This design comes from an exercise in tuning for small area and few clock cycles on the open sky130 flow, not from production work.
The RTL was checked by simulation tests, not by an equivalence proof against the original design.
The flow treats the clock pin as an ideal source, which a real chip does not have.
Power figures rest on the tool's default switching activity, not on a simulated workload.

### flow/design.v
module adf4350_enc (
    input  wire        clk,
    input  wire        rst,          
    input  wire        cmd_valid,
    output wire        ready,
    input  wire [3:0]  cmd_op,
    input  wire [31:0] cmd_a,
    input  wire [15:0] cmd_b,
    output reg  [31:0] result,
    output wire        fault,
    output wire [1:0]  fault_code,
    output wire        cs_n,
    output wire        sclk,
    output reg         sdata
);
    localparam [3:0] OP_INIT        = 4'h1;
    localparam [3:0] OP_SET_FREQ    = 4'h2;
    localparam [3:0] OP_GET_FREQ    = 4'h3;
    localparam [3:0] OP_SET_PD      = 4'h4;
    localparam [3:0] OP_SET_RF_EN   = 4'h5;
    localparam [3:0] OP_SET_AUX_EN  = 4'h6;
    localparam [3:0] OP_SET_RF_PWR  = 4'h7;
    localparam [3:0] OP_SET_AUX_PWR = 4'h8;
    localparam [3:0] OP_SET_FB_TYPE = 4'h9;
    reg        initd;
    reg [1:0]  fault_cause;
    reg [31:0] fkhz;         
    reg [15:0] ref_mhz;      
    reg        fb;
    reg        pd;
    reg        aux_en;
    reg        rf_en;
    reg [1:0]  aux_pwr;
    reg [1:0]  rf_pwr;
    reg [2:0]  frame;        
    reg [6:0]  cyc;          
    reg [3:0]  ra;           
    reg [6:0]  rb;           
    reg [15:0] rc;           
    assign fault      = |fault_cause;
    assign fault_code = fault_cause;
    wire   busy       = !(frame[2] && frame[1]);    
    assign ready      = !busy && !fault;
    function [18:0] radd;
        input [17:0] a;
        input [17:0] b;
        input        ci;
        integer i;
        reg c;
        begin
            c = ci;
            for (i = 0; i < 18; i = i + 1) begin
                radd[i] = a[i] ^ b[i] ^ c;
                c = (a[i] & b[i]) | (c & (a[i] ^ b[i]));
            end
            radd[18] = c;
        end
    endfunction
    localparam [16:0] T0 = 17'd68750;
    function lt_t0;
        input [16:0] v;
        integer i;
        reg lt, eq;
        begin
            lt = 1'b0;
            eq = 1'b1;
            for (i = 16; i >= 0; i = i - 1) begin
                if (T0[i])
                    lt = lt | (eq & !v[i]);
                eq = eq & (v[i] == T0[i]);
            end
            lt_t0 = lt;
        end
    endfunction
    wire [5:0] lt;
    genvar k;
    generate
        for (k = 0; k < 6; k = k + 1) begin : g_lt
            assign lt[k] = (fkhz[31:17+k] == 0) && lt_t0(fkhz[16+k:k]);
        end
    endgenerate
    reg [2:0] div;
    always @(*) begin
        if      (lt[0]) div = 3'd6;
        else if (lt[1]) div = 3'd5;
        else if (lt[2]) div = 3'd4;
        else if (lt[3]) div = 3'd3;
        else if (lt[4]) div = 3'd2;
        else if (lt[5]) div = 3'd1;
        else            div = 3'd0;
    end
    wire [3:0]  ci  = cyc[4:1];
    wire [4:0]  nj  = {frame[0], ~ci};
    wire [18:0] fis = radd({13'd0, nj}, {13'd0, 2'b11, ~div}, 1'b1);
    wire [4:0]  fi  = fis[4:0];
    wire        nb  = fkhz[fi];
    wire [4:0]  xa   = {ra, nb};
    wire        qa   = xa[4] | (xa[3] & (xa[2] | xa[1]));              
    wire [18:0] xa6  = radd({14'd0, xa[3:0]}, 18'd6, 1'b0);            
    wire [3:0]  ra_n = qa ? xa6[3:0] : xa[3:0];
    wire [7:0]  xb   = {rb, qa};
    wire        qb   = xb[7] | (xb[6] & xb[5] & (xb[4] | xb[3] | xb[2]));  
    wire [18:0] xb28 = radd({11'd0, xb[6:0]}, 18'd28, 1'b0);           
    wire [6:0]  rb_n = qb ? xb28[6:0] : xb[6:0];
    wire [16:0] xc   = {rc, qb};
    wire [18:0] dc   = radd({1'b0, xc}, {2'b01, ~ref_mhz}, 1'b1);      
    wire        qc   = dc[17];                                         
    wire [15:0] rc_n = qc ? dc[15:0] : xc[15:0];
    wire [9:0]  mx  = frame[0] ? ref_mhz[9:0] : rc[9:0];
    wire [6:0]  ma  = frame[0] ? 7'd0 : rb;
    wire        mi  = !frame[0] && (ra[3] | (ra[2] & (ra[1] | ra[0])));   
    wire [18:0] t3  = radd({8'd0, mx}, {7'd0, mx, 1'b0}, 1'b0);           
    wire [18:0] t25 = radd({8'd0, mx}, {5'd0, t3[9:0], 3'd0}, 1'b0);      
    wire [18:0] ys  = radd({6'd0, t25[9:0], 2'd0}, {11'd0, ma}, mi);
    wire [11:0] y   = ys[11:0];
    wire [31:0] w0 = {1'b0, {16{qc}}, y, 3'd0};
    wire [31:0] w1 = {4'b0000, 1'b1, 12'd1, y, 3'd1};
    wire [31:0] w2 = {1'b0, 2'b11, 3'b110, 11'd0, 1'b1, 1'b0, 4'b1110,
                      2'b00, 1'b1, pd, 2'b00, 3'd2};
    wire [31:0] w3 = {17'd0, 12'd150, 3'd3};
    wire [31:0] w4 = {8'd0, fb, div, 8'd200, 3'b000, aux_en, aux_pwr,
                      rf_en, rf_pwr, 3'd4};
    wire [31:0] w5 = {8'd0, 2'b01, 1'b0, 2'b11, 16'd0, 3'd5};
    reg  [31:0] wsel;
    always @(*) begin
        case (frame)
            3'd0:    wsel = w0;
            3'd1:    wsel = w1;
            3'd2:    wsel = w2;
            3'd3:    wsel = w3;
            3'd4:    wsel = w4;
            default: wsel = w5;
        endcase
    end
    wire [31:0] wnext;
    genvar g;
    generate
        for (g = 0; g < 31; g = g + 1) begin : g_wn
            assign wnext[g] = wsel[30 - g];
        end
    endgenerate
    assign wnext[31] = 1'b0;
    wire nxt = wnext[cyc[5:1]];
    wire accept  = cmd_valid && ready;
    wire op_ok   = (cmd_op >= OP_INIT) && (cmd_op <= OP_SET_FB_TYPE);
    wire is_init = (cmd_op == OP_INIT);
    wire b_zero  = (cmd_b == 16'd0);
    wire no_init = op_ok && !is_init && !initd;
    wire ref_bad = is_init && b_zero;
    wire commit  = op_ok && (cmd_op != OP_GET_FREQ) && !no_init && !ref_bad;
    wire a_nz = |cmd_a;
    wire [1:0] a_sat = (|cmd_a[31:2]) ? 2'd3 : cmd_a[1:0];
    assign cs_n = !busy || (cyc[6] && cyc[0]);
    assign sclk = busy && cyc[0] && !cyc[6];
    wire [18:0] cyc_s = radd({11'd0, cyc}, 18'd1, 1'b0);
    wire step = busy && cyc[0] && (cyc[6:5] == 2'b00) && (frame[2:1] == 2'b00);
    always @(posedge clk) begin
        if (rst) begin
            frame       <= 3'd7;
            initd       <= 1'b0;
            fault_cause <= 2'd0;
            fb          <= 1'b0;
            pd          <= 1'b0;
            aux_en      <= 1'b0;
            rf_en       <= 1'b0;
            aux_pwr     <= 2'd0;
            rf_pwr      <= 2'd0;
        end else begin
            if (accept) begin
                if (no_init)
                    fault_cause <= 2'd1;
                else if (ref_bad)
                    fault_cause <= 2'd2;
                if (is_init && !b_zero)
                    initd <= 1'b1;
                if (commit)
                    frame <= 3'd5;
                case (cmd_op)
                    OP_SET_PD:      pd      <= a_nz;
                    OP_SET_RF_EN:   rf_en   <= a_nz;
                    OP_SET_AUX_EN:  aux_en  <= a_nz;
                    OP_SET_RF_PWR:  rf_pwr  <= a_sat;
                    OP_SET_AUX_PWR: aux_pwr <= a_sat;
                    OP_SET_FB_TYPE: fb      <= a_nz;
                    default: ;
                endcase
            end
            if (busy && cyc[6] && (cyc[0] || frame == 3'd0))
                frame <= frame - 3'd1;
        end
    end
    always @(posedge clk) begin
        if (!busy || (cyc[6] && cyc[0]))
            cyc <= 7'd0;
        else
            cyc <= cyc_s[6:0];
        if (!busy || cyc[6])
            sdata <= 1'b0;                       
        else if (cyc[0])
            sdata <= nxt;
    end
    always @(posedge clk) begin
        if (accept && (cmd_op == OP_INIT || cmd_op == OP_SET_FREQ))
            fkhz <= cmd_a;
        if (accept && is_init)
            ref_mhz <= cmd_b;
        if (accept && cmd_op == OP_GET_FREQ)
            result <= fkhz;
    end
    always @(posedge clk) begin
        if (!busy) begin
            ra <= 4'd0;
            rb <= 7'd0;
            rc <= 16'd0;
        end else if (step) begin
            ra <= ra_n;
            rb <= rb_n;
            rc <= rc_n;
        end
    end
endmodule
### flow/flow/run.sh
#!/bin/bash
# The standard layout (standard.sh), with two changes made through ORFS's own
# variables: the port buffers are buf_1 cells, and CTS inserts no dummy loads
# and builds the tree from clkbuf_8 cells.
set -euo pipefail
export BUFFER_PORTS_ARGS="-buffer_cell sky130_fd_sc_hd__buf_1"
export CTS_ARGS="-sink_clustering_enable -repair_clock_nets -dont_use_dummy_load -buf_list sky130_fd_sc_hd__clkbuf_4"
bash standard.sh > standard.log 2>&1
### flow/standard.sh
#!/bin/bash
# synth_recipe.tcl (not shown) runs the flow's synth.tcl, then flattens the netlist and writes it again
# the make line also repeats each setting of config.mk as NAME=value (left out here)
make -C /OpenROAD-flow-scripts/flow DESIGN_CONFIG=/design/flow/config.mk WORK_HOME=/design/flow/orfs CLKGATE_MAP_FILE= SYNTH_SCRIPT=/design/flow/synth_recipe.tcl "${@:-finish}"
### flow/config.mk
export PLATFORM = sky130hd
export DESIGN_NAME = adf4350_enc
export DESIGN_NICKNAME = adf4350_enc
export VERILOG_FILES = /design/flow/design.v
export SDC_FILE = /design/flow/constraint.sdc
export NUM_CORES = 4
export LEC_CHECK = 0
export CAP_MARGIN = 20
export CORE_MARGIN = 2
export CORE_UTILIZATION = 70
export SLEW_MARGIN = 20
### flow/constraint.sdc
create_clock -name core_clock -period 10.0 [get_ports {clk}]
set_input_delay 2.0000 -clock core_clock [delete_from_list [all_inputs] [get_ports {clk}]]
set_output_delay 2.0000 -clock core_clock [all_outputs]
set_load 0.01 [all_outputs]
==> results of run 1 <==
-- layout by cell type, fill, tap and decap left out, types with 14 or more instances in the layout --
cell type  Yosys  layout
inv_1         46      46
edfxtp_1      80      80
ha_1          26      26
o211ai_1      16      16
a21oi_1       34      34
fa_1          31      31
clkbuf_4       0      17
nor2_1        53      53
o21ai_0       20      20
nand2_1       75      75
dfxtp_1       49      49
buf_1          3      93
nor4_1        18      14
nand3_1       16      16
-- through the flow --
stage,instances,setup slack (ps),hold slack (ps),utilization (%),cell area (um^2)
after CTS,855,2090,470,77.8,7530
after detailed placement,838,2120,459,76.5,7400
after global routing,855,1740,497,77.8,7530
final,855,2090,471,77.8,7530
after global placement,838,2350,454,76.5,7400
after floorplan,635,2460,421,-,6920
-- final timing paths --
check	from	to	slack (ps)
min	ra[1]	ra[1]	470
min reg2reg	ra[1]	ra[1]	470
max reg2reg	rb[1]	sdata	2090
max	rb[1]	sdata	2090
-- area by class of cell --
type,count,area share [%]
clock buffer,17,1.69
multi-input combinational,430,43.6
timing repair buffer,100,5.33
tap,133,2.21
sequential,129,44.9
inverter,46,2.29
-- synthesized netlist by cell type, types with 2 or more instances --
| master | count |
|---|---|
| clkbuf_1 | 27 |
| a211o_1 | 2 |
| or4_1 | 3 |
| a311o_1 | 2 |
| and3_1 | 8 |
| or2_2 | 2 |
| o211ai_1 | 16 |
| nand2b_1 | 5 |
| buf_1 | 3 |
| a41oi_1 | 2 |
| a21boi_0 | 5 |
| nor3_1 | 8 |
| a211oi_1 | 6 |
| o32a_1 | 2 |
| edfxtp_1 | 80 |
| o221ai_1 | 2 |
| dfxtp_1 | 49 |
| a31oi_1 | 6 |
| o41ai_1 | 5 |
| mux2i_1 | 11 |
| and4_1 | 2 |
| xnor2_1 | 8 |
| nand2_1 | 75 |
| a32oi_1 | 4 |
| o21bai_1 | 3 |
| o22ai_1 | 2 |
| nand3_1 | 16 |
| ha_1 | 26 |
| or3_1 | 2 |
| o21ai_0 | 20 |
| a21oi_1 | 34 |
| fa_1 | 31 |
| nor4_1 | 18 |
| nand4_1 | 7 |
| nor2_1 | 53 |
| o31ai_1 | 3 |
| mux4_2 | 10 |
| nor2b_1 | 10 |
| inv_1 | 46 |
-- critical path: cells and delay by family (launching register included) --
family / cells / cell delay, ps
fa+ha+maj: 16 / 5980
compound gates: 6 / 960
flops: 1 / 370
simple gates: 3 / 340
buf+inv: 2 / 170
-- state kept, by name (all words and copies together), names as in the netlist, 2 cells and up --
name	count
rf_pwr	2
ra	4
aux_pwr	2
fault_cause	2
cyc	7
result	32
ref_mhz	16
fkhz	32
rc	16
frame	3
rb	7
-- cells by family (layout without fill, tap and decap cells) --
kind of cell	Yosys count	in the layout	synth area share, %
AND/OR/NAND/NOR	215	215	14.6
AO/OA/AOI/OAI	127	127	12.5
buffers and inverters	76	163	4.12
multiplexers	21	21	4.84
flip-flops	129	129	48.9
adder cells (fa/ha/maj)	57	57	13.7
XOR/XNOR	10	10	1.46
-- where the power goes --
group          leakage [nW]  internal [W]   total, W  switching (W)
Combinational          1.38     0.0000192  0.0000525      0.0000333
Sequential             1.12      0.000570   0.000578     0.00000722
Clock                0.0782     0.0000775   0.000229       0.000151
Total                  2.58      0.000667   0.000859       0.000192
-- metal layers --
metal,wire length (um),vias to the layer above,global-route usage (%)
met5,0,-,0
met4,170,0,9.41
met3,1280,14,8.27
met2,7100,231,45.5
met1,6530,2621,42.1
li1,-,2492,-
==> notes.md, run 1 <==
The flow ran to the end and the layout has no timing, DRC or antenna violations. The floorplan step defined a core boundary enclosing approximately 9700 um^2. In the finished design, the share of the clock period the worst path needs comes to about four fifths. The stage delay of the slowest cell on the critical path came out at 410 ps. The floorplan has 36 rows.

The wire length of the first global-routing pass is 23.7 mm. The number of global-route vias before repair came to 4921. After synthesis, the netlist uses 60 different library cells.

Based on the critical path, the design can be clocked at up to 126 MHz. Across every metal layer, demand over resource in global routing totals 29.8%. Across the routed clock network, the largest skew measured is roughly 36 ps. TritonCTS built the clock tree. The clock latency at the later pin of the worst-skew pair is 530 ps.

The number of nets at the end of the flow is 836. The number of flops mapped to enable cells by yosys is 80. The worst setup path is of the reg -> reg kind. The number of max-capacitance violations reported is 0. The detailed-route DRC error count is 0.

In the synthesized netlist, the number of instances is 635. Setup violations remaining at the end of the flow were counted as 0. The tree is rooted in a clkbuf_4. The number of hold buffers added after CTS was 0. The longest clock path from root to sink contains 2 buffers. The sequential element share of the synthesized area came out at around half. The register cell area after layout is between 3000 and 4000 um^2. In this run the worst path has a maximum fanout of 9. After detailed routing, the average wire length per cell comes to 17.6 um. The final number of max-transition violations came out at 0. The proportion of netlist area held by the largest area contributor is a little over a third.

The completed layout was analyzed and its total power is 0.000859 W. The detailed router finished its first iteration with between 300 and 400 violations. The biggest area contributor in the post-synthesis netlist is edfxtp_1.

The area occupied by multi-input gates is 3280 um^2. The worst hold path was traced through 2 stages. The per-cell via count in the routed design came out at around 6.3. The final-report hold violation count is 0. The fill cell instance count of the final layout came out at 639. The overall via count from detail_route is 5358. The total overflow left after global routing is 0. The remaining antenna violation count after routing came out at 0.

The share of synthesized flip-flops with an asynchronous set or reset is 0%. The routed wire length came out at 15.1 mm. The total of buffers placed on input and output ports came out at 93. Ranked by total cell area, the synthesized netlist is headed by edfxtp_1 35%, dfxtp_1 14%, fa_1 9.0%. Setup repair after global routing left no endpoint under its margin.

The number of top-level design ports is 94. The data required time of the worst path is 10420 ps. The number of antenna violations at the first check in global routing is 0. The clock transition at the registers of the reported paths is 80 ps. The number of nets in the synthesized netlist is 747. The total of cells resized after clock tree synthesis is 0.

The power density relative to cell area is about 110 nW/um^2. The signed area change from the synthesized netlist to the final layout came out at 8.78%. The floorplan die area is 10700 um^2.

In this run the static leakage power is around 2.6 nW. The final HPWL from detailed placement is roughly 11 mm. The post-CTS setup-driven buffer insertion count is 0. The depth of the worst register-to-register path is 27. The last weighted congestion value of the routability-driven placer is 0.903. Summing every instance area after synthesis gives about 6900 um^2. The number of buffers created by CTS is 17. The y dimension of the die is 103 um. By instance count, the cell type seen most on the critical path is fa_1.

The peak supply drop came out at roughly 0.00012 V. The maximum number of pins on one net before global-route repair came out at 33. The slew at the pin with the worst max-slew slack is between 900 and 1000 ps. The repair_antennas step left the layout with diodes totalling 0. The number of storage elements in the synthesis netlist came out at about 130. Among all flip-flop cells after synthesis, the most frequent one is edfxtp_1. The length of the first detailed-routing pass in iterations came out at 6. The number of sinks handled by clock tree synthesis came out at about 130. The level count of the clock H-tree came out at 4. The slowest stage of the critical path belongs to the cell fa_1. For the final routed database, the setup TNS stands at 0 ps. The arrival time at the worst endpoint came out at between 8000 and 9000 ps. The worst-case headroom to the max-slew limit came out at 38.5%. The category of the worst setup path capture point is a flop. Once the floorplan was initialized, standard cells occupied 71.5% of the core. For this run, the number of Yosys warnings is 1. The die outline width is 103 um. STA classifies the critical path startpoint as a flop. The synthesized area per cell is 10.9 um^2. The worst path needs roughly 7900 ps of the cycle, external delays included. The tightest min-delay check is of the reg -> reg type. The share of final-layout standard cells stronger than drive strength 1 came out at between 5 and 6%.
Testbench counts, summed over its fixed seeds: cycles 427,413.
==> run 2, diff against run 1 <==
--- a/flow/flow/run.sh
+++ b/flow/flow/run.sh
@@ -5,4 +5,4 @@
 set -euo pipefail
 export BUFFER_PORTS_ARGS="-buffer_cell sky130_fd_sc_hd__buf_1"
-export CTS_ARGS="-sink_clustering_enable -repair_clock_nets -dont_use_dummy_load -buf_list sky130_fd_sc_hd__clkbuf_4"
+export CTS_ARGS="-sink_clustering_enable -repair_clock_nets -dont_use_dummy_load -buf_list sky130_fd_sc_hd__clkbuf_8"
 bash standard.sh > standard.log 2>&1
==> run 2 against run 1 <==
Global-route usage is 0.67 points higher. Critical endpoint unchanged. Largest cell class unchanged. Worst setup slack better by 25 ps. Routed wire length is 0.35% higher. Synthesized cell count stayed put. Sequential share of layout area is 0.63 points lower. Core utilization is 1.1 points higher. Area after synthesis stayed put.
==> notes.md, run 2 <==
The arrival time at the worst endpoint came out at 8240 ps (was 8340 ps). The total non-filler cell area in the finished layout is 7640 um^2 (was 7530 um^2). The number of nets at the end of the flow is 836 (unchanged). The most used flip-flop cell after synthesis is edfxtp_1 (unchanged). The clock transition at the registers of the reported paths came to 50 ps (was 80 ps). The level count of the clock H-tree came out at 4 (unchanged). The gate count of the mapped netlist is 635 (unchanged).

The kind of cell with the highest combined delay on the critical path is adder cells (unchanged). The most frequent standard cell in the layout excluding fill and tap cells is buf_1 (unchanged). The length of the first detailed-routing pass in iterations came out at 5 (was 6).

The global route total overflow came out at 0 (unchanged). The y dimension of the die came to 103 um (unchanged). The fill cell instance count of the final layout is 624 (was 639).

The floorplan die area is 10700 um^2 (unchanged). The number of sinks handled by clock tree synthesis came out at 129 (unchanged). The largest buffer count on any clock path is 2 (unchanged). The post-route setup TNS is 0 ps (unchanged). The data required time of the worst path came to 10350 ps (was 10420 ps). The signed area change from the synthesized netlist to the final layout was 10.3% (was 8.78%). The total power came out at 0.000944 W (was 0.000859 W).

The startpoint of the most critical hold path is rb[3] (was ra[1]). The number of antenna diodes is 0 (unchanged). The total cell area at the placement stage is 7400 um^2 (unchanged). The number of top-level design ports came out at 94 (unchanged).

The proportion of netlist area held by the largest area contributor was 34.7% (unchanged). The number of antenna violations at the first check in global routing is 0 (unchanged). The cell count of the worst hold path came out at 2 (unchanged). RSZ-0062 raised after global routing: no (unchanged).

The buffer and inverter count on the worst path was 2 (unchanged). The remaining antenna violation count after routing was 0 (unchanged). The critical register-to-register path startpoint is rb[1] (unchanged). The cell area after synthesis came out at 6920 um^2 (unchanged). The depth of the worst register-to-register path came to 27 (unchanged).

The number of DRC violations after detailed-routing iteration 0 was 398 (was 367). The worst-case headroom to the max-slew limit was 38.6% (was 38.5%). The count of cell types in the netlist is 60 (unchanged). The final-report hold violation count is 0 (unchanged).

The endpoint of the lowest-slack register-to-register path is sdata (unchanged). The overall via count from detail_route is 5315 (was 5358). The number of flops mapped to enable cells by yosys is 80 (unchanged). The area of the placeable core is 9680 um^2 (unchanged). The final setup violation count is 0 (unchanged). The most frequent cell on the critical path is fa_1 (unchanged). The initial core utilization is 71.5% (unchanged). The class of the tightest hold or removal check is reg -> reg (unchanged). The maximum number of pins on one net before global-route repair is 33 (unchanged). The number of nets in the synthesized netlist came out at 747 (unchanged). The die outline width is 103 um (unchanged). The routed wire length is 15.1 mm (about the same). The achievable clock frequency was 127 MHz (was 126 MHz). The startpoint type of the worst setup path is a flop (unchanged). The overall track demand over capacity in global routing came out at 30.5% (was 29.8%). The clock root buffer master was clkbuf_8 (was clkbuf_4).

The number of storage elements in the synthesis netlist came to 129 (unchanged). The wire length of the first global-routing pass came to 24.0 mm (was 23.7 mm). Biggest registers after layout: fkhz: 32 flops, result: 32 flops (unchanged). The slew at the pin with the worst max-slew slack is 920 ps (was 923 ps). The synthesized area per cell is 10.9 um^2 (unchanged). The final clock period utilization by the worst path came out at 78.9% (was 79.1%). The classification of the worst setup path is reg -> reg (unchanged).

The final HPWL from detailed placement is 11.1 mm (unchanged). The total of cells resized after clock tree synthesis is 0 (unchanged). The total number of placement rows came out at 36 (unchanged). The register-to-register setup slack came to 2110 ps (was 2090 ps). The share of synthesized flip-flops with an asynchronous set or reset came out at 0% (unchanged). Most frequent cells in the layout: 93 x buf_1, 80 x edfxtp_1, 75 x nand2_1 (unchanged). The share of final-layout standard cells stronger than drive strength 1 came out at 5.96% (unchanged). The number of max-capacitance violations reported is 0 (unchanged). The routed length per placed instance came out at 17.7 um (was 17.6 um). The last weighted congestion value of the routability-driven placer is 0.903 (unchanged). The number of buffers added to fix hold violations after cts came out at 0 (unchanged).

The sequential element share of the synthesized area came out at 48.9% (unchanged). The clock tree skew after final layout is 20.6 ps (was 36.0 ps). The cell type of the slowest stage on the worst timing path is fa_1 (unchanged). The detailed-route DRC error count is 0 (unchanged).

The number of buffers created by CTS is 17 (unchanged). The critical-path maximum fanout came out at 9 (unchanged). The per-cell via count in the routed design is 6.22 (was 6.27).

Outcome: no timing/DRC/antenna violations (unchanged). The category of the worst setup path capture point is a flop (unchanged). The number of global-route vias before repair came out at 4946 (was 4921).

The total of buffers placed on input and output ports came to 93 (unchanged). Cell types occupying the most area after synthesis: edfxtp_1 35%, dfxtp_1 14%, fa_1 9.0% (unchanged). The final number of max-transition violations is 0 (unchanged). The stage delay of the slowest cell on the critical path came to 400 ps (was 410 ps). The clock latency at the later pin of the worst-skew pair came out at 450 ps (was 530 ps). The post-synthesis cell type with the largest combined area is edfxtp_1 (unchanged). The most numerous cell in the Yosys netlist is edfxtp_1 (unchanged). The endpoint of the worst hold-timing path was rb[3] (was ra[1]).

The leakage dissipation is 2.62 nW (was 2.58 nW). The final period demand of the worst path is 7890 ps (was 7910 ps). The post-CTS setup-driven buffer insertion count came out at 0 (unchanged).

Most frequent cells after synthesis: 80 x edfxtp_1, 75 x nand2_1, 53 x nor2_1 (unchanged). The peak supply drop is 0.000140 V (was 0.000120 V). The beginning of the critical path is rb[1] (unchanged). The power density relative to cell area came out at 124 nW/um^2 (was 114 nW/um^2). The total number of yosys warnings came to 1 (unchanged). The CTS tree is yes (unchanged).
-- run 2: how the worst max path moves through the flow --
stage | to | slack (ps) | cells past startpoint
2_1_floorplan | rc[6] | 2460 | 25
3_5_place_dp | sdata | 2120 | 27
3_3_place_gp | sdata | 2350 | 27
5_1_grt | sdata | 1740 | 27
6_report | sdata | 2110 | 27
4_1_cts | sdata | 2090 | 27
-- run 2: logic make-up after synthesis --
logic type,Yosys count,share of synthesized area (%)
muxes,21,4.84
DFF,129,48.9
and+or+nand+nor,215,14.6
xor gates and xnor gates,10,1.46
AOI/OAI and AO/OA,127,12.5
adders and majority gates,57,13.7
buffers and inverters,76,4.12
-- run 2: stage by stage --
| step | instances | util (%) | hold slack [ps] | worst slack (ps) |
|---|---|---|---|---|
| after floorplan | 635 | - | 421 | 2460 |
| after global routing | 855 | 78.9 | 494 | 1740 |
| after global placement | 838 | 76.5 | 454 | 2350 |
| after detailed placement | 838 | 76.5 | 459 | 2120 |
| after CTS | 855 | 78.9 | 467 | 2090 |
| final | 855 | 78.9 | 468 | 2110 |
-- run 2: layout make-up --
cell class	instances	area, um^2	area share, %
Sequential cell	129	3380	44.3
Timing Repair Buffer	100	402	5.26
Tap cell	133	166	2.18
Multi-Input combinational cell	430	3280	42.9
Inverter	46	173	2.26
Clock buffer	17	234	3.06
-- run 2: routing by layer --
metal | GRT usage (%) | wire [um] | vias up
met5 | 0 | 0 | -
met4 | 11.5 | 283 | 0
met3 | 8.20 | 1320 | 29
met2 | 46.6 | 7020 | 235
met1 | 42.2 | 6510 | 2566
li1 | - | - | 2485
-- run 2: worst register-to-register path, stage by stage (launching register included) --
cell and delay [ps]:
dfxtp_1 360, inv_1 90, nand3_1 70, a31oi_1 260, ha_1 300, fa_1 380, fa_1 390, fa_1 390
fa_1 390, fa_1 390, fa_1 390, fa_1 400, fa_1 400, fa_1 390, fa_1 390, fa_1 390
fa_1 390, fa_1 390, fa_1 360, inv_1 80, fa_1 200, or2_0 200, a32oi_1 100, o32a_1 210
nand2_1 70, a311o_1 180, a31oi_1 50, a211oi_1 180
-- run 2: power breakdown --
group	internal (W)	switching, W	total [W]
clock	0.000149	0.000164	0.000313
combinational	0.0000192	0.0000333	0.0000525
sequential	0.000571	0.00000724	0.000579
==> run 3, diff against run 2 <==
==> flow/flow/run.sh (replaced) <==
#!/bin/bash
# The standard layout (standard.sh) with these changes:
# - synthesis maps the logic with flow/abc.script in place of ORFS's
#   abc_speed.script (everything else in synthesis is unchanged, so the
#   registers are the standard synthesis's);
# - the port buffers are buf_1 cells;
# - CTS builds the tree from clkbuf_4 cells and inserts no dummy loads.
set -euo pipefail
here=$(pwd)
rm -rf "$here/scripts_abc"
cp -r "$FLOW_HOME/scripts" "$here/scripts_abc"
cp "$here/flow/abc.script" "$here/scripts_abc/abc_speed.script"
export BUFFER_PORTS_ARGS="-buffer_cell sky130_fd_sc_hd__buf_1"
export CTS_ARGS="-sink_clustering_enable -repair_clock_nets -dont_use_dummy_load -buf_list sky130_fd_sc_hd__clkbuf_4"
SCRIPTS_DIR="$here/scripts_abc" bash standard.sh synth > synth.log 2>&1
bash standard.sh > standard.log 2>&1
==> flow/flow/abc.script (new file) <==
strash
&get -n
&st
&deepsyn -T 20
&put
strash
&get -n
&dch -f
&nf
&put
topo
stime -c
dnsize -c
==> run 3 against run 2 <==
Sequential power shrank 0.7%. Cell area shrank 6.1%. Register-to-register slack gained 90 ps. Worst setup slack gained 94 ps. Clock skew grew 14 ps. Critical path type unchanged. Critical endpoint is now rc[9]. Largest power group unchanged.
==> notes.md, run 3 <==
The pre-CTS setup slack came out at 2310 ps (was 2120 ps). The clock tree skew after final layout came out at 34.9 ps (was 20.6 ps). The remaining antenna violation count after routing came out at 0 (unchanged). The startpoint type of the worst setup path is a flop (unchanged). Most frequent cells in the layout: 93 x buf_1, 80 x edfxtp_1, 54 x nor2_1 (was 93 x buf_1, 80 x edfxtp_1, 75 x nand2_1).

The synthesized area per cell was 11.3 um^2 (was 10.9 um^2). The most frequent standard cell in the layout excluding fill and tap cells is buf_1 (unchanged). The length of the first detailed-routing pass in iterations is 5 (unchanged). The cell count of the worst hold path is 0 (was 2).

The data required time of the worst path came out at 10360 ps (was 10350 ps). The XOR/XNOR share of the synthesized area came out at 0.808% (was 1.46%). The clock root buffer master is clkbuf_4 (was clkbuf_8). The worst hold slack after final layout came out at 456 ps (was 468 ps).

The floorplan die area is 10100 um^2 (was 10700 um^2). The total number of yosys warnings came out at 1 (unchanged). The routed length per placed instance came out at 17.0 um (was 17.7 um).

The peak supply drop is 0.0000875 V (was 0.000140 V). The post-route setup TNS came out at 0 ps (unchanged). The proportion of netlist area held by the largest area contributor is 36.9% (was 34.7%). The number of DRC violations after detailed-routing iteration 0 came out at 303 (was 398).

The clock transition at the registers of the reported paths came out at 110 ps (was 50 ps). The post-synthesis mux area share came to 1.48% (was 4.84%). The class of the tightest hold or removal check is reg -> reg (unchanged). The cell internal power dissipation is 0.000661 W (was 0.000739 W). The area of the placeable core is 9110 um^2 (was 9680 um^2). The critical-path maximum fanout is 16 (was 9). The routed length on met2 is 6.94 mm (was 7.02 mm). The post-CTS setup-driven buffer insertion count came out at 0 (unchanged). The sequential element share of the synthesized area came out at 52.0% (was 48.9%). The final clock period utilization by the worst path is 77.9% (was 78.9%). The final period demand of the worst path was 7790 ps (was 7890 ps). The compound-gate portion of the synthesized area came out at 15.0% (was 12.5%).

The final HPWL from detailed placement is 10.4 mm (was 11.1 mm). The number of placed cells counting well taps is 783 (was 838). The CTS tree is yes (unchanged).

The final-report hold violation count was 0 (unchanged). The die outline width is 100 um (was 103 um). The number of antenna diodes is 0 (unchanged).

The number of global-route vias before repair is 4843 (was 4946). The final setup violation count is 0 (unchanged). The number of nets at the end of the flow came to 803 (was 836). The worst setup margin came out at 2210 ps (was 2110 ps).

The most used flip-flop cell after synthesis was edfxtp_1 (unchanged). Biggest registers after layout: fkhz: 32 flops, result: 32 flops (unchanged). The global route total overflow is 0 (unchanged).

The post-synthesis cell type with the largest combined area was edfxtp_1 (unchanged). The arrival time at the worst endpoint is 8160 ps (was 8240 ps). The share of synthesized flip-flops with an asynchronous set or reset is 0% (unchanged). The routed wire length came out at 13.6 mm (was 15.1 mm). The register share of total power is 68.2% (was 61.3%). The initial core utilization is 71.4% (was 71.5%). The number of buffers created by CTS is 17 (unchanged). The achievable clock frequency came to 128 MHz (was 127 MHz). The number of nets in the synthesized netlist came to 685 (was 747). The leakage dissipation is 2.43 nW (was 2.62 nW). The number of storage elements in the synthesis netlist is 129 (unchanged). The total of buffers placed on input and output ports was 93 (unchanged).

The most numerous cell in the Yosys netlist is edfxtp_1 (unchanged). The maximum number of pins on one net before global-route repair came to 33 (unchanged). The length of routed wiring on met1 came out at 5.53 mm (was 6.51 mm). The final number of max-transition violations was 0 (unchanged).

The share of final-layout standard cells stronger than drive strength 1 came out at 4.06% (was 5.96%). The number of antenna violations at the first check in global routing came out at 0 (unchanged). The overall track demand over capacity in global routing came out at 28.4% (was 30.5%). The met3 wirelength from detailed routing came out at 834 um (was 1.32 mm). The top metal layer carrying routed signals is met4 (unchanged). The wire length of the first global-routing pass is 22.2 mm (was 24.0 mm). Outcome: no timing/DRC/antenna violations (unchanged).

The category of the worst setup path capture point is a flop (unchanged). The power density relative to cell area came out at 118 nW/um^2 (was 124 nW/um^2). The largest buffer count on any clock path is 2 (unchanged). The overall via count from detail_route came to 5014 (was 5315).

The gate count of the mapped netlist came out at 573 (was 635). The dominant combinational cell family by area after synthesis is compound AO/OA/AOI/OAI gates (was simple AND/OR/NAND/NOR gates). The number of buffers added to fix hold violations after cts was 0 (unchanged). The switching power came out at 0.000182 W (was 0.000205 W).

The level count of the clock H-tree came out at 4 (unchanged). The count of cell types in the netlist came to 53 (was 60). The worst-case headroom to the max-slew limit is 40.0% (was 38.6%). Cell types occupying the most area after synthesis: edfxtp_1 37%, dfxtp_1 15%, fa_1 9.5% (was edfxtp_1 35%, dfxtp_1 14%, fa_1 9.0%). The total number of placement rows came out at 35 (was 36). The number of max-capacitance violations reported is 0 (unchanged). The signed area change from the synthesized netlist to the final layout came to 10.4% (was 10.3%).

The clock latency at the later pin of the worst-skew pair came out at 520 ps (was 450 ps). The simple-gate area share of the yosys netlist is 13.1% (was 14.6%). The classification of the worst setup path is reg -> reg (unchanged). The number of top-level design ports is 94 (unchanged). The number of sinks handled by clock tree synthesis was 129 (unchanged). The cell area after synthesis is 6500 um^2 (was 6920 um^2). Most frequent cells after synthesis: 80 x edfxtp_1, 55 x nor2_1, 53 x clkinv_1 (was 80 x edfxtp_1, 75 x nand2_1, 53 x nor2_1).

The number of flops mapped to enable cells by yosys is 80 (unchanged). The y dimension of the die is 100 um (was 103 um). The slew at the pin with the worst max-slew slack came out at 895 ps (was 920 ps). The total of cells resized after clock tree synthesis is 0 (unchanged). The depth of the worst register-to-register path came to 25 (was 27).

The count of placed standard cells in the final layout, fillers left out came out at 800 (was 855). The net switching share of the total power is 21.6% (was 21.7%). The proportion of power drawn by combinational gates is 4.4% (was 5.6%).

The detailed-route DRC error count came out at 0 (unchanged). The adder-cell share of the synthesized area is 14.5% (was 13.7%). The last weighted congestion value of the routability-driven placer is 0.923 (was 0.903). RSZ-0062 raised after global routing: no (unchanged). The per-cell via count in the routed design came to 6.27 (was 6.22). The portion of total power attributed to the clock network came out at 27.5% (was 33.1%).
-- run 3: changes by cell type after synthesis, moves of 8 or more --
| cell | before | now |
|---|---|---|
| o21ai_0 | 20 | 41 |
| mux4_2 | 10 | 2 |
| inv_1 | 46 | 0 |
| clkinv_1 | 0 | 53 |
| o211ai_1 | 16 | 0 |
| a21oi_1 | 34 | 17 |
| nand2_1 | 75 | 38 |
| clkbuf_1 | 27 | 0 |
| a22oi_1 | 0 | 18 |
| and2_0 | 0 | 8 |
-- run 3: final timing paths --
kind,from,end,slack [ps]
worst min-delay path,fkhz[0],result[0],460
worst max register to register,rb[1],rc[9],2210
worst min register to register,fkhz[0],result[0],460
worst max-delay path,rb[1],rc[9],2210
-- run 3: logic make-up (layout without fill, tap and decap cells) --
family | after synthesis | in the layout
mux | 7 | 7
simple gates | 178 | 178
buf+inv | 53 | 169
flops | 129 | 129
fa+ha+maj | 57 | 57
compound gates | 143 | 143
xor+xnor | 6 | 6
-- run 3: worst max-delay path: stages, from the launching register on --
cell and delay, ps:
dfxtp_1 380, clkinv_1 130, nand3_1 90, a31o_1 280, clkinv_1 100, ha_1 200, fa_1 380, fa_1 390
fa_1 390, fa_1 390, fa_1 390, fa_1 390, fa_1 390, fa_1 410, fa_1 410, fa_1 390
fa_1 400, fa_1 410, fa_1 410, fa_1 380, clkinv_1 70, fa_1 210, nor3_1 80, buf_4 210
a22oi_1 240, o21ai_0 150
-- run 3: cell type report --
cell class	count	area [um^2]
sequential	129	3380
multi-input combinational	391	2930
fill	576	1930
timing repair buffer	99	394
inverter	53	199
tap	111	139
clock buffer	17	128
-- run 3: power groups by stage --
stage                     Combinational (W)  Sequential (W)  Clock, W
after detailed placement          0.0000367        0.000587         0
after global routing              0.0000415        0.000575  0.000253
after CTS                         0.0000368        0.000575  0.000235
after floorplan                   0.0000174        0.000586         0
after global placement            0.0000354        0.000587         0
final                             0.0000367        0.000575  0.000232
-- run 3: stage by stage --
step / total power [W] / utilization, % / instance area (um^2)
6_report: 0.000843 / 78.8 / 7180
5_1_grt: 0.000870 / 78.8 / 7180
4_1_cts: 0.000847 / 78.8 / 7180
3_5_place_dp: 0.000623 / 77.4 / 7050
3_3_place_gp: 0.000622 / 77.4 / 7050
2_1_floorplan: 0.000604 / - / 6500
-- run 3: per-layer routing --
layer  GRT usage [%]  vias up
li1                -     2371
met1            34.7     2384
met2            49.6      226
met3            6.20       33
met4            10.7        0
met5               0        -
==> run 4, diff against run 3 <==
--- a/flow/design.v
+++ b/flow/design.v
@@ -23,6 +23,6 @@
     localparam [3:0] OP_SET_AUX_PWR = 4'h8;
     localparam [3:0] OP_SET_FB_TYPE = 4'h9;
-    reg        initd;
-    reg [1:0]  fault_cause;
+    reg [1:0]  status;
+    wire       initd = status[0];
     reg [31:0] fkhz;         
     reg [15:0] ref_mhz;      
@@ -38,6 +38,6 @@
     reg [6:0]  rb;           
     reg [15:0] rc;           
-    assign fault      = |fault_cause;
-    assign fault_code = fault_cause;
+    assign fault      = status[1];
+    assign fault_code = {status[1] & status[0], status[1] & !status[0]};
     wire   busy       = !(frame[2] && frame[1]);    
     assign ready      = !busy && !fault;
@@ -158,6 +158,5 @@
         if (rst) begin
             frame       <= 3'd7;
-            initd       <= 1'b0;
-            fault_cause <= 2'd0;
+            status      <= 2'd0;
             fb          <= 1'b0;
             pd          <= 1'b0;
@@ -169,9 +168,9 @@
             if (accept) begin
                 if (no_init)
-                    fault_cause <= 2'd1;
+                    status <= 2'd2;
                 else if (ref_bad)
-                    fault_cause <= 2'd2;
-                if (is_init && !b_zero)
-                    initd <= 1'b1;
+                    status <= 2'd3;
+                else if (is_init)
+                    status <= 2'd1;
                 if (commit)
                     frame <= 3'd5;
--- a/flow/flow/run.sh
+++ b/flow/flow/run.sh
@@ -5,5 +5,5 @@
 #   registers are the standard synthesis's);
 # - the port buffers are buf_1 cells;
-# - CTS builds the tree from clkbuf_4 cells and inserts no dummy loads.
+# - CTS builds the tree from clkbuf_8 cells and inserts no dummy loads.
 set -euo pipefail
 here=$(pwd)
@@ -12,5 +12,5 @@
 cp "$here/flow/abc.script" "$here/scripts_abc/abc_speed.script"
 export BUFFER_PORTS_ARGS="-buffer_cell sky130_fd_sc_hd__buf_1"
-export CTS_ARGS="-sink_clustering_enable -repair_clock_nets -dont_use_dummy_load -buf_list sky130_fd_sc_hd__clkbuf_4"
+export CTS_ARGS="-sink_clustering_enable -repair_clock_nets -dont_use_dummy_load -buf_list sky130_fd_sc_hd__clkbuf_8"
 SCRIPTS_DIR="$here/scripts_abc" bash standard.sh synth > synth.log 2>&1
 bash standard.sh > standard.log 2>&1
==> run 4 against run 3 <==
Still clean on timing, DRC and antenna. Worst setup slack got worse by 94 ps. Routed wire length rose by 4.4%. Sequential share of layout area fell by 0.64 points. Global-route usage rose by 1.3 points. Critical path type unchanged. Critical endpoint is now sdata. Largest cell class unchanged.
==> notes.md, run 4 <==
The switching power is 0.000202 W (was 0.000182 W). The final number of max-transition violations is 0 (unchanged). The clock transition at the registers of the reported paths came out at 90 ps (was 110 ps). The y dimension of the die came out at 100 um (about the same). The endpoint of the lowest-slack register-to-register path was sdata (was rc[9]). The wire length of the first global-routing pass was 23.2 mm (was 22.2 mm). The depth of the worst register-to-register path came out at 27 (was 25).

The clock latency at the later pin of the worst-skew pair was 430 ps (was 520 ps). The total cell area at the placement stage is 7000 um^2 (was 7050 um^2). The floorplan die area came out at 10000 um^2 (was 10100 um^2). Biggest registers after layout: fkhz: 32 flops, result: 32 flops (unchanged). The final clock period utilization by the worst path came to 78.9% (was 77.9%). The die outline width came to 100 um (about the same). Most frequent cells in the layout: 93 x buf_1, 80 x edfxtp_1, 53 x o21ai_0 (was 93 x buf_1, 80 x edfxtp_1, 54 x nor2_1). Cell types occupying the most area after synthesis: edfxtp_1 37%, dfxtp_1 15%, fa_1 9.6% (was edfxtp_1 37%, dfxtp_1 15%, fa_1 9.5%).

The maximum number of pins on one net before global-route repair is 33 (unchanged). The power density relative to cell area is 129 nW/um^2 (was 118 nW/um^2). The clock tree skew after final layout came out at 28.7 ps (was 34.9 ps). The post-synthesis cell type with the largest combined area is edfxtp_1 (unchanged).

The area of the placeable core was 9110 um^2 (unchanged). The final-report hold violation count came out at 0 (unchanged). The number of buffers created by CTS is 17 (unchanged). The number of top-level design ports is 94 (unchanged).

The number of antenna diodes is 0 (unchanged). The top metal layer carrying routed signals was met4 (unchanged). The most frequent standard cell in the layout excluding fill and tap cells is buf_1 (unchanged). The final setup violation count came out at 0 (unchanged).

The slew at the pin with the worst max-slew slack came out at 948 ps (was 895 ps). The routed wire length came out at 14.2 mm (was 13.6 mm). The data required time of the worst path came out at 10330 ps (was 10360 ps). The register-to-register setup slack is 2110 ps (was 2210 ps). The post-route setup TNS came out at 0 ps (unchanged).

The cell area after synthesis came to 6460 um^2 (was 6500 um^2). The endpoint of the worst hold-timing path is result[0] (unchanged). The peak supply drop was 0.000132 V (was 0.0000875 V). The number of DRC violations after detailed-routing iteration 0 came out at 396 (was 303).

The number of sinks handled by clock tree synthesis came out at 128 (was 129). The net switching share of the total power came out at 21.6% (about the same). The gate count of the mapped netlist came out at 576 (was 573). The achievable clock frequency came out at 127 MHz (was 128 MHz). The total of buffers placed on input and output ports is 93 (unchanged). The level count of the clock H-tree came out at 4 (unchanged). The largest buffer count on any clock path came out at 2 (unchanged). The overall via count from detail_route came out at 4994 (was 5014). The signed area change from the synthesized netlist to the final layout is 11.8% (was 10.4%). The number of global-route vias before repair came to 4861 (was 4843). The cell count of the worst hold path came out at 0 (unchanged). The total non-filler cell area in the finished layout is 7230 um^2 (was 7180 um^2). The detailed-route DRC error count is 0 (unchanged). The synthesized area per cell came to 11.2 um^2 (was 11.3 um^2). The met3 wirelength from detailed routing came out at 939 um (was 834 um). The classification of the worst setup path is reg -> reg (unchanged). The number of nets in the synthesized netlist is 688 (was 685).

The routed length on met2 is 6.87 mm (was 6.94 mm). The remaining antenna violation count after routing is 0 (unchanged). The number of flops mapped to enable cells by yosys came to 80 (unchanged). The global route total overflow is 0 (unchanged). The routed length per placed instance came out at 17.8 um (was 17.0 um). The per-cell via count in the routed design came out at 6.23 (was 6.27).

The final period demand of the worst path is 7890 ps (was 7790 ps). The last weighted congestion value of the routability-driven placer is 0.979 (was 0.923). The number of antenna violations at the first check in global routing is 0 (unchanged).

The number of max-capacitance violations reported is 0 (unchanged). The length of routed wiring on met1 is 6.28 mm (was 5.53 mm). The overall track demand over capacity in global routing came out at 29.7% (was 28.4%). The number of placed cells counting well taps came to 785 (was 783). The proportion of netlist area held by the largest area contributor came to 37.2% (was 36.9%). The class of the tightest hold or removal check was reg -> reg (unchanged).

The clock root buffer master was clkbuf_8 (was clkbuf_4). The startpoint of the most critical hold path was fkhz[0] (unchanged). RSZ-0062 raised after global routing: no (unchanged). The share of synthesized flip-flops with an asynchronous set or reset is 0% (unchanged). The number of nets at the end of the flow came to 805 (was 803).

The post-CTS setup-driven buffer insertion count came to 0 (unchanged). The count of placed standard cells in the final layout, fillers left out is 802 (was 800). The total of cells resized after clock tree synthesis came to 0 (unchanged). The CTS tree is yes (unchanged). The number of buffers added to fix hold violations after cts came to 0 (unchanged). The critical register-to-register path startpoint is rb[3] (was rb[1]). The most numerous cell in the Yosys netlist was edfxtp_1 (unchanged). The total number of yosys warnings is 1 (unchanged).

The worst-case headroom to the max-slew limit is 36.2% (was 40.0%). The share of final-layout standard cells stronger than drive strength 1 came out at 3.47% (was 4.06%). The cell internal power dissipation came out at 0.000733 W (was 0.000661 W). The length of the first detailed-routing pass in iterations came to 5 (unchanged).

The count of cell types in the netlist came out at 49 (was 53). The number of storage elements in the synthesis netlist came out at 128 (was 129). The portion of total power attributed to the clock network is 33.8% (was 27.5%).

The leakage dissipation is 2.43 nW (about the same). The initial core utilization is 71.0% (was 71.4%). The most used flip-flop cell after synthesis is edfxtp_1 (unchanged). The proportion of power drawn by combinational gates came out at 4.9% (was 4.4%).

Most frequent cells after synthesis: 80 x edfxtp_1, 53 x o21ai_0, 52 x clkinv_1 (was 80 x edfxtp_1, 55 x nor2_1, 53 x clkinv_1). The startpoint type of the worst setup path is a flop (unchanged). The final HPWL from detailed placement came to 10.6 mm (was 10.4 mm).

The register share of total power came out at 61.4% (was 68.2%). The sequential element share of the synthesized area came out at 52.0% (about the same). The critical-path maximum fanout is 6 (was 16). The arrival time at the worst endpoint came to 8220 ps (was 8160 ps). The category of the worst setup path capture point is a flop (unchanged). Outcome: no timing/DRC/antenna violations (unchanged). The total number of placement rows came to 35 (unchanged).
-- run 4: cell count changes after synthesis, moves of 4 or more --
cell / delta
o21ai_0: +12
o211ai_1: +4
or3_1: -5
o22ai_1: +6
nor3_1: -5
nor2_1: -6
a221oi_1: -7
and2_0: +4
o31ai_1: +4
a211oi_1: -4
-- run 4: final cells by class --
type	count	area, um^2
flip-flops and latches	128	3360
multi-input cells	396	2910
fillers	608	1880
repair buffers	98	387
clock buffers	17	234
inverters	52	195
well taps	111	139
-- run 4: how the worst max path moves through the flow --
| stage | start | endpoint | slack [ps] | cells past startpoint |
|---|---|---|---|---|
| after global placement | rb[1] | sdata | 2510 | 27 |
| after detailed placement | rb[3] | sdata | 2120 | 27 |
| after global routing | rb[1] | sdata | 1710 | 27 |
| after floorplan | rb[1] | sdata | 2760 | 27 |
| after CTS | rb[3] | sdata | 2110 | 27 |
| final | rb[3] | sdata | 2110 | 27 |
-- run 4: through the flow --
stage          total power (W)  hold slack [ps]  worst slack, ps  util (%)
2_1_floorplan         0.000606              421             2760         -
3_3_place_gp          0.000626              443             2510      76.8
3_5_place_dp          0.000629              463             2120      76.8
4_1_cts               0.000936              474             2110      79.4
5_1_grt               0.000961              487             1710      79.4
6_report              0.000934              477             2110      79.4
-- run 4: power by group through the flow --
stage | combinational, W | sequential (W) | clock, W
2_1_floorplan | 0.0000228 | 0.000583 | 0
3_3_place_gp | 0.0000422 | 0.000584 | 0
3_5_place_dp | 0.0000446 | 0.000585 | 0
4_1_cts | 0.0000453 | 0.000573 | 0.000318
5_1_grt | 0.0000513 | 0.000574 | 0.000336
6_report | 0.0000454 | 0.000573 | 0.000316
-- run 4: cells by family after synthesis --
family	after synthesis	share of synthesized area (%)
AND/OR/NAND/NOR	179	13.6
adder cells (fa/ha/maj)	57	14.6
multiplexers	3	0.465
flip-flops	128	52.0
AO/OA/AOI/OAI	149	14.9
XOR/XNOR	8	1.30
buffers and inverters	52	3.02
-- run 4: critical path, stage by stage, from the launching register on --
cell,delay [ps]
dfxtp_1,370
clkinv_1,140
nand3_1,130
a31o_1,280
clkinv_1,100
ha_1,200
fa_1,370
fa_1,380
fa_1,380
fa_1,380
fa_1,380
fa_1,400
fa_1,390
fa_1,380
fa_1,380
fa_1,380
fa_1,390
fa_1,390
fa_1,400
fa_1,380
clkinv_1,70
fa_1,220
nor2_1,60
o21ai_0,280
a311oi_1,80
nor4_1,230
a41oi_1,80
o21ai_0,170
-- run 4: routing by layer --
layer | track usage, % | vias up
met2 | 47.6 | 229
met1 | 42.4 | 2377
met3 | 5.99 | 20
li1 | - | 2368
met5 | 0 | -
met4 | 7.48 | 0
Testbench counts of run 4, summed over its fixed seeds: cycles 427,413.
==> run 5, diff against run 4 <==
--- a/flow/flow/run.sh
+++ b/flow/flow/run.sh
@@ -5,5 +5,9 @@
 #   registers are the standard synthesis's);
 # - the port buffers are buf_1 cells;
-# - CTS builds the tree from clkbuf_8 cells and inserts no dummy loads.
+# - CTS builds the tree from clkbuf_8 cells and inserts no dummy loads;
+#   flow/post_cts.tcl then downsizes clock buffers where the flip-flop
+#   clock-pin slew stays under 105 ps.
+# Each step's full output is in synth.log / standard.log here and in ORFS's
+# own logs under orfs/logs.
 set -euo pipefail
 here=$(pwd)
@@ -13,4 +17,6 @@
 export BUFFER_PORTS_ARGS="-buffer_cell sky130_fd_sc_hd__buf_1"
 export CTS_ARGS="-sink_clustering_enable -repair_clock_nets -dont_use_dummy_load -buf_list sky130_fd_sc_hd__clkbuf_8"
+export POST_CTS_TCL="$here/flow/post_cts.tcl"
+export CLK_SLEW_TARGET_PS=105
 SCRIPTS_DIR="$here/scripts_abc" bash standard.sh synth > synth.log 2>&1
 bash standard.sh > standard.log 2>&1
==> flow/flow/post_cts.tcl (new file) <==
# Downsize clock buffers where the flip-flop clock-pin slew stays well under
# the limit: each clkbuf_8 that CTS placed is tried as clkbuf_2 and then
# clkbuf_4, and keeps the first that holds every clock-pin slew at or under
# CLK_SLEW_TARGET_PS with placement parasitics; otherwise it stays clkbuf_8.
set target [expr {[info exists ::env(CLK_SLEW_TARGET_PS)] ? $::env(CLK_SLEW_TARGET_PS) : 105.0}]
set db [ord::get_db]
set block [ord::get_db_block]
proc clk_slew_worst {} {
  set worst 0
  foreach pin [all_registers -clock_pins -edge_triggered] {
    foreach e {rise fall} {
      foreach an {min max} {
        set ps [expr {[sta::time_ui_sta [get_property $pin slew_${an}_$e]] * 1e12}]
        if {$ps > $worst} { set worst $ps }
      }
    }
  }
  return $worst
}
estimate_parasitics -placement
puts "post_cts: clock-pin slew before downsizing [clk_slew_worst] ps"
set bufs {}
foreach inst [$block getInsts] {
  if {[[$inst getMaster] getName] eq "sky130_fd_sc_hd__clkbuf_8"} { lappend bufs $inst }
}
# Leaves first (buffers that drive flip-flops), root last.
set leaves {}; set others {}
foreach inst $bufs {
  set leaf 0
  set net [[$inst findITerm X] getNet]
  foreach it [$net getITerms] { if {[[$it getMTerm] getName] eq "CLK"} { set leaf 1; break } }
  if {$leaf} { lappend leaves $inst } else { lappend others $inst }
}
set orig [$db findMaster sky130_fd_sc_hd__clkbuf_8]
foreach inst [concat $leaves $others] {
  foreach cand {sky130_fd_sc_hd__clkbuf_2 sky130_fd_sc_hd__clkbuf_4} {
    $inst swapMaster [$db findMaster $cand]
    estimate_parasitics -placement
    if {[clk_slew_worst] <= $target} { break }
    $inst swapMaster $orig
  }
}
estimate_parasitics -placement
set n2 0; set n4 0; set n8 0
foreach inst $bufs {
  switch [[$inst getMaster] getName] {
    sky130_fd_sc_hd__clkbuf_2 { incr n2 }
    sky130_fd_sc_hd__clkbuf_4 { incr n4 }
    default { incr n8 }
  }
}
puts "post_cts: clkbuf_2 $n2, clkbuf_4 $n4, clkbuf_8 $n8; clock-pin slew after [clk_slew_worst] ps"
--- a/flow/config.mk
+++ b/flow/config.mk
@@ -8,4 +8,4 @@
 export CAP_MARGIN = 20
 export CORE_MARGIN = 2
-export CORE_UTILIZATION = 70
+export CORE_UTILIZATION = 85
 export SLEW_MARGIN = 20
==> run 5 against run 4 <==
The flow now stops in global placement (3_3_place_gp). Synthesized cell count is the same. Area after synthesis unchanged.
==> notes.md, run 5 <==
Outcome: did not finish (was no timing/DRC/antenna violations). The flow stopped in global placement (3_3_place_gp). The first error in the log reads "[ERROR GPL-0301] Utilization 100.482 % exceeds 100%".

The share of synthesized flip-flops with an asynchronous set or reset is 0% (unchanged). The synthesized area per cell was 11.2 um^2 (unchanged). The most used flip-flop cell after synthesis was edfxtp_1 (unchanged). The total of buffers placed on input and output ports is 93 (unchanged). The proportion of netlist area held by the largest area contributor was 37.2% (unchanged).

The number of top-level design ports is 94 (unchanged). The number of nets in the synthesized netlist is 688 (unchanged). Cell types occupying the most area after synthesis: edfxtp_1 37%, dfxtp_1 15%, fa_1 9.6% (unchanged). The number of flops mapped to enable cells by yosys is 80 (unchanged). The initial core utilization is 88.7% (was 71.0%).

The most numerous cell in the Yosys netlist is edfxtp_1 (unchanged). The count of cell types in the netlist is 49 (unchanged). The number of storage elements in the synthesis netlist came out at 128 (unchanged). The cell area after synthesis came out at 6460 um^2 (unchanged). The die outline width is 91.2 um (was 100 um). The gate count of the mapped netlist came to 576 (unchanged). The y dimension of the die is 91.2 um (was 100 um).

The total number of yosys warnings came to 1 (unchanged). The sequential element share of the synthesized area came out at 52.0% (unchanged). The post-synthesis cell type with the largest combined area is edfxtp_1 (unchanged).

The total number of placement rows came to 31 (was 35). Most frequent cells after synthesis: 80 x edfxtp_1, 53 x o21ai_0, 52 x clkinv_1 (unchanged).
-- run 5: cell counts after synthesis --
No cell type changed its count.
-- run 5: logic make-up after synthesis --
| group | Yosys count | synth area share [%] |
|---|---|---|
| compound gates | 149 | 14.9 |
| xor+xnor | 8 | 1.30 |
| fa+ha+maj | 57 | 14.6 |
| buf+inv | 52 | 3.02 |
| flops | 128 | 52.0 |
| mux | 3 | 0.465 |
| simple gates | 179 | 13.6 |
==> run 6, diff against run 5 <==
--- a/flow/config.mk
+++ b/flow/config.mk
@@ -8,4 +8,5 @@
 export CAP_MARGIN = 20
 export CORE_MARGIN = 2
-export CORE_UTILIZATION = 85
+export CORE_UTILIZATION = 70
+export GPL_TIMING_DRIVEN = 0
 export SLEW_MARGIN = 20
==> run 6 against run 5 <==
Now clean on timing, DRC and antenna. Synthesized cell count is the same. Area after synthesis unchanged.
==> notes.md, run 6 <==
Outcome: no timing/DRC/antenna violations (was did not finish). The worst setup path is of the reg -> reg kind. The number of sinks handled by clock tree synthesis is roughly 130. Summed over all nets, the half-perimeter wirelength after detailed placement is between 10 and 15 mm. The peak supply drop came out at 0.000101 V. The startpoint of the most critical hold path is fkhz[27].

The portion of total power attributed to the clock network is around 28%. The net switching share of the total power is 22.4%. The dominant combinational cell family by area after synthesis is compound AO/OA/AOI/OAI gates (unchanged).

The cell family contributing the most delay on the critical path is adder cells. The path with the worst hold slack has its endpoint at result[27]. The most numerous cell in the Yosys netlist is edfxtp_1 (unchanged). The compound-gate portion of the synthesized area came out at 14.9% (unchanged).

The endpoint identified for the worst register-to-register timing path is sdata. The post-route setup TNS came out at 0 ps. The final clock period utilization by the worst path is between 70% and 80%. The share of synthesized flip-flops with an asynchronous set or reset is 0% (unchanged).

The final period demand of the worst path is 7960 ps. After the first detailed-routing iteration, the DRC count stood at around 460. The pre-CTS setup slack is 2080 ps.

The proportion of netlist area held by the largest area contributor is 37.2% (unchanged). The most used flip-flop cell after synthesis is edfxtp_1 (unchanged). The floorplan die area is 10000 um^2. The adder-cell share of the synthesized area is 14.6% (unchanged). The maximum number of pins on one net before global-route repair is 33. Headroom to the max-slew limit came out at just under 30%. Leaving out fill and tap cells, the most frequent cell in the layout is buf_1. The last weighted congestion value of the routability-driven placer is 0.915. The initial core utilization came to 71.0% (was 88.7%).

The leakage dissipation is 2.39 nW. The global route total overflow came out at 0. The detailed-route DRC error count came out at 0. For the final database, setup skew stands at 67.6 ps.

The number of antenna diodes is 0. The synthesized area per cell came out at 11.2 um^2 (unchanged). The routed wire length came out at 14.1 mm. The overall via count from detail_route is 5140. The cell type of the slowest stage on the worst timing path is fa_1. The per-cell via count in the routed design is between 6 and 7.

At the end of the flow the core is filled with cells to 78.3%. The y dimension of the die was 100 um (was 91.2 um). The wire length of the first global-routing pass is 23.1 mm. The register share of total power came out at between 60 and 70%. The signed area change from the synthesized netlist to the final layout came out at 10.3%. The depth of the worst register-to-register path came out at 27. The worst setup path is launched from a flop.

The number of top-level design ports came out at 94 (unchanged). The largest registers in the layout are fkhz: 32 flops, result: 32 flops. The post-synthesis cell type with the largest combined area is edfxtp_1 (unchanged).

The finished layout holds 800 standard cells, fillers aside. The routed design uses between 6 and 7 mm of met2 wire. The switching power came out at 0.000192 W. In the final routed layout, each cell accounts on average for roughly 18 um. The number of global-route vias before repair is 4949. The length of the first detailed-routing pass in iterations is 7. The post-synthesis mux area share came out at 0.464% (unchanged). The worst setup margin is 2040 ps. The slew at the pin with the worst max-slew slack is ~1100 ps. Among the stages of the critical path, the cell type that occurs most often is fa_1. The worst hold slack after final layout came out at 484 ps.

The number of storage elements in the synthesis netlist is 128 (unchanged). The sequential element share of the synthesized area is 52.0% (unchanged). The simple-gate area share of the yosys netlist was 13.6% (unchanged).

The cell internal power dissipation came out at around 0.00066 W. The count of cell types in the netlist is 49 (unchanged). Fill cells in the final layout number approximately 600. The die outline width came out at 100 um (was 91.2 um). The number of antenna violations at the first check in global routing is 0. The final layout contains 803 nets.

The XOR/XNOR share of the synthesized area came out at 1.30% (unchanged). After detailed routing, the wire length on met1 is roughly 6 mm. The proportion of power drawn by combinational gates came out at 5.3%. Clock latency on the worst-skew pair, taken at its later pin, is between 600 and 700 ps. The stage delay of the slowest cell on the critical path came out at 420 ps. The worst hold path belongs to the class reg -> reg.

The register-to-register setup slack is 2040 ps. The number of flops mapped to enable cells by yosys is 80 (unchanged). The clock transition at the registers of the reported paths came out at ~90 ps. Most frequent cells after synthesis: 80 x edfxtp_1, 53 x o21ai_0, 52 x clkinv_1 (unchanged). The critical-path maximum fanout is 6. The top metal layer carrying routed signals is met4. The final setup violation count came out at 0. The met3 wirelength from detailed routing is 1.09 mm. The final number of max-transition violations is 0. The worst register-to-register path begins at rb[1]. The worst setup path is captured at a flop.

The gate count of the mapped netlist came out at 576 (unchanged). The remaining antenna violation count after routing came out at 0. The post-route netlist has 3.63% of its cells at a drive strength greater than 1. The library cells used most frequently in the layout, excluding fill and tap cells, are 93 x buf_1, 80 x edfxtp_1, 52 x o21ai_0. At the worst endpoint, the required time is 10560 ps. The total area inside the core boundary comes to 9110 um^2.

The cell count of the worst hold path is 0. Cell types occupying the most area after synthesis: edfxtp_1 37%, dfxtp_1 15%, fa_1 9.6% (unchanged). The arrival time at the worst endpoint came out at 8520 ps. Setup repair after global routing left no endpoint under its margin. The total of buffers placed on input and output ports is 93 (unchanged).

The number of buffers and inverters on the critical path is 3. The achievable clock frequency is 126 MHz. The number of placed cells counting well taps came out at 783. The total number of placement rows was 35 (was 31). The final-report hold violation count came out at 0. The total number of yosys warnings came out at 1 (unchanged). The power density relative to cell area came out at 120 nW/um^2. The CTS tree is yes. The cell area after synthesis is 6460 um^2 (unchanged). Across the run, the number of max-cap violations was 0. The overall track demand over capacity in global routing is 29.5%. The number of nets in the synthesized netlist came out at 688 (unchanged).
[run 6: cell type report]
type	instances	area, um^2	share of cell area, %
Sequential cell	128	3360	47.2
Multi-Input combinational cell	396	2920	41.0
Timing Repair Buffer	96	375	5.26
Inverter	52	195	2.74
Tap cell	111	139	1.95
Clock buffer	17	135	1.90
[run 6: logic make-up (layout without fill, tap and decap cells)]
family | Yosys count | in the layout
AO/OA/AOI/OAI | 149 | 149
XOR/XNOR | 8 | 8
adder cells (fa/ha/maj) | 57 | 57
buffers and inverters | 52 | 165
flip-flops | 128 | 128
multiplexers | 3 | 3
AND/OR/NAND/NOR | 179 | 179
[run 6: how the worst max path moves through the flow]
stage	start	to	slack, ps	depth (start not counted)
global route	rb[1]	sdata	1620	27
detailed placement	rb[1]	sdata	2080	27
finish	rb[1]	sdata	2040	27
floorplan	rb[1]	sdata	2760	27
global placement	rb[1]	rc[7]	2230	23
[run 6: power by group through the flow]
stage / logic [W] / registers (W) / clock network (W)
detailed placement: 0.0000448 / 0.000585 / 0
finish: 0.0000457 / 0.000573 / 0.000237
floorplan: 0.0000228 / 0.000583 / 0
global route: 0.0000513 / 0.000573 / 0.000261
global placement: 0.0000413 / 0.000584 / 0
[run 6: layer usage]
layer / vias up / GRT usage (%)
met5: - / 0
met4: 0 / 10.4
met3: 30 / 5.36
met2: 267 / 46.0
met1: 2480 / 42.2
li1: 2363 / -
[run 6: stage by stage]
| step | power (W) | instance area [um^2] |
|---|---|---|
| after global routing | 0.000886 | 7130 |
| final | 0.000856 | 7130 |
| after detailed placement | 0.000629 | 7000 |
| after floorplan | 0.000606 | 6460 |
| after global placement | 0.000625 | 6950 |
==> run 7, diff against run 6 <==
--- a/flow/config.mk
+++ b/flow/config.mk
@@ -9,4 +9,3 @@
 export CORE_MARGIN = 2
 export CORE_UTILIZATION = 70
-export GPL_TIMING_DRIVEN = 0
 export SLEW_MARGIN = 20
==> run 7 against run 6 <==
Clock-buffer cell count unchanged. Cell area grew 0.14%. Maximum frequency up 1.0%. Combinational power hardly changed. Global-route usage rose by 0.19 points. Worst setup slack improved by 82 ps. Synthesized cell count unchanged. Register-to-register slack improved by 80 ps. Clock power is 3% higher. Non-clock buffer count rose by 2. Critical path depth unchanged. Area after synthesis stayed put. Critical path type unchanged. Critical endpoint unchanged.
==> notes.md, run 7 <==
The startpoint type of the worst setup path is a flop (unchanged). The endpoint of the lowest-slack register-to-register path is sdata (unchanged). The arrival time at the worst endpoint came out at 8200 ps (was 8520 ps). The CTS tree was yes (unchanged). The leakage dissipation is 2.40 nW (was 2.39 nW). The simple-gate area share of the yosys netlist came out at 13.6% (unchanged). Cell types occupying the most area after synthesis: edfxtp_1 37%, dfxtp_1 15%, fa_1 9.6% (unchanged).

The most numerous cell in the Yosys netlist was edfxtp_1 (unchanged). The clock tree skew after final layout came to 34.0 ps (was 67.6 ps). The number of global-route vias before repair came to 4852 (was 4949). The number of top-level design ports came to 94 (unchanged).

The routed length per placed instance is 17.7 um (was 17.6 um). The post-synthesis cell type with the largest combined area was edfxtp_1 (unchanged). The post-route setup TNS came out at 0 ps (unchanged). The synthesized area per cell came out at 11.2 um^2 (unchanged). The number of antenna diodes came out at 0 (unchanged). The depth of the worst register-to-register path is 27 (unchanged). The clock transition at the registers of the reported paths came to 80 ps (was 90 ps). The category of the worst setup path capture point was a flop (unchanged).

The total power is 0.000863 W (was 0.000856 W). The cell count of the worst hold path came to 2 (was 0). The number of antenna violations at the first check in global routing is 0 (unchanged). Outcome: no timing/DRC/antenna violations (unchanged). The floorplan die area is 10000 um^2 (unchanged). The data required time of the worst path came out at 10310 ps (was 10560 ps).

The portion of total power attributed to the clock network came out at 28.4% (was 27.7%). The overall track demand over capacity in global routing was 29.7% (was 29.5%). The net switching share of the total power was 22.1% (was 22.4%).

The length of the first detailed-routing pass in iterations came out at 5 (was 7). Most frequent cells after synthesis: 80 x edfxtp_1, 53 x o21ai_0, 52 x clkinv_1 (unchanged). The post-synthesis mux area share is 0.464% (unchanged). The register-to-register setup slack came to 2120 ps (was 2040 ps).

The y dimension of the die is 100 um (unchanged). The core occupancy in the finished layout came out at 78.4% (was 78.3%). The last weighted congestion value of the routability-driven placer came to 0.979 (was 0.915). The fill cell instance count of the final layout is 625 (was 599).

The cell internal power dissipation is 0.000672 W (was 0.000664 W). The worst setup margin is 2120 ps (was 2040 ps). The final setup violation count came to 0 (unchanged). Most frequent cells in the layout: 93 x buf_1, 80 x edfxtp_1, 53 x o21ai_0 (was 93 x buf_1, 80 x edfxtp_1, 52 x o21ai_0). The endpoint of the worst hold-timing path was ra[1] (was result[27]). The worst-case headroom to the max-slew limit is 36.4% (was 29.5%). The pre-CTS setup slack came out at 2120 ps (was 2080 ps). The remaining antenna violation count after routing is 0 (unchanged). The number of sinks handled by clock tree synthesis is 128 (unchanged). The global route total overflow came to 0 (unchanged). The maximum number of pins on one net before global-route repair came out at 33 (unchanged). The per-cell via count in the routed design is 6.21 (was 6.43). The number of flops mapped to enable cells by yosys is 80 (unchanged).
run 7: worst max-delay path by stage:
stage	endpoint	slack [ps]	depth (start not counted)
2_1_floorplan	sdata	2760	27
3_3_place_gp	sdata	2510	27
3_5_place_dp	sdata	2120	27
5_1_grt	sdata	1710	27
6_report	sdata	2120	27
run 7: layout make-up:
type                       count  area (um^2)  area share, %
sequential                   128         3360           47.1
timing repair buffer          98          387           5.41
inverter                      52          195           2.73
multi-input combinational    396         2910           40.8
clock buffer                  17          144           2.02
tap                          111          139           1.94
run 7: critical path, cell delays in order (launching register included):
cell      delay [ps]
dfxtp_1          370
clkinv_1         130
nand3_1          130
a31o_1           270
clkinv_1         100
ha_1             200
fa_1             370
fa_1             380
fa_1             380
fa_1             380
fa_1             380
fa_1             400
fa_1             390
fa_1             380
fa_1             380
fa_1             380
fa_1             390
fa_1             390
fa_1             400
fa_1             380
clkinv_1          70
fa_1             220
nor2_1            60
o21ai_0          290
a311oi_1          80
nor4_1           220
a41oi_1           80
o21ai_0          170
run 7: stage by stage:
stage          instances  cell area [um^2]
3_5_place_dp         785              7000
3_3_place_gp         785              7000
2_1_floorplan        576              6460
5_1_grt              802              7140
6_report             802              7140
run 7: kinds of logic (layout without fill, tap and decap cells):
| family | Yosys count | after routing |
|---|---|---|
| simple gates | 179 | 179 |
| fa+ha+maj | 57 | 57 |
| buf+inv | 52 | 167 |
| mux | 3 | 3 |
| flops | 128 | 128 |
| compound gates | 149 | 149 |
| xor+xnor | 8 | 8 |
run 7: metal layers:
metal | GRT usage (%) | share of wire (%)
met5 | 0 | 0
met4 | 7.80 | 1.4
met3 | 6.13 | 7.2
met2 | 47.3 | 48
met1 | 42.3 | 44
run 7: power by group through the flow:
stage | Combinational [W] | Clock [W] | Sequential, W
finish | 0.0000454 | 0.000245 | 0.000572
global route | 0.0000513 | 0.000267 | 0.000573
detailed placement | 0.0000446 | 0 | 0.000585
global placement | 0.0000422 | 0 | 0.000584
floorplan | 0.0000228 | 0 | 0.000583

Check on run 7: ideal ports give 2.117 ns setup slack; a clkbuf_16 on the clock port and buf_2 on the inputs give 2.117 ns; moving port delays by the midpoint clock arrival (0.414 ns) as well gives 2.117 ns.
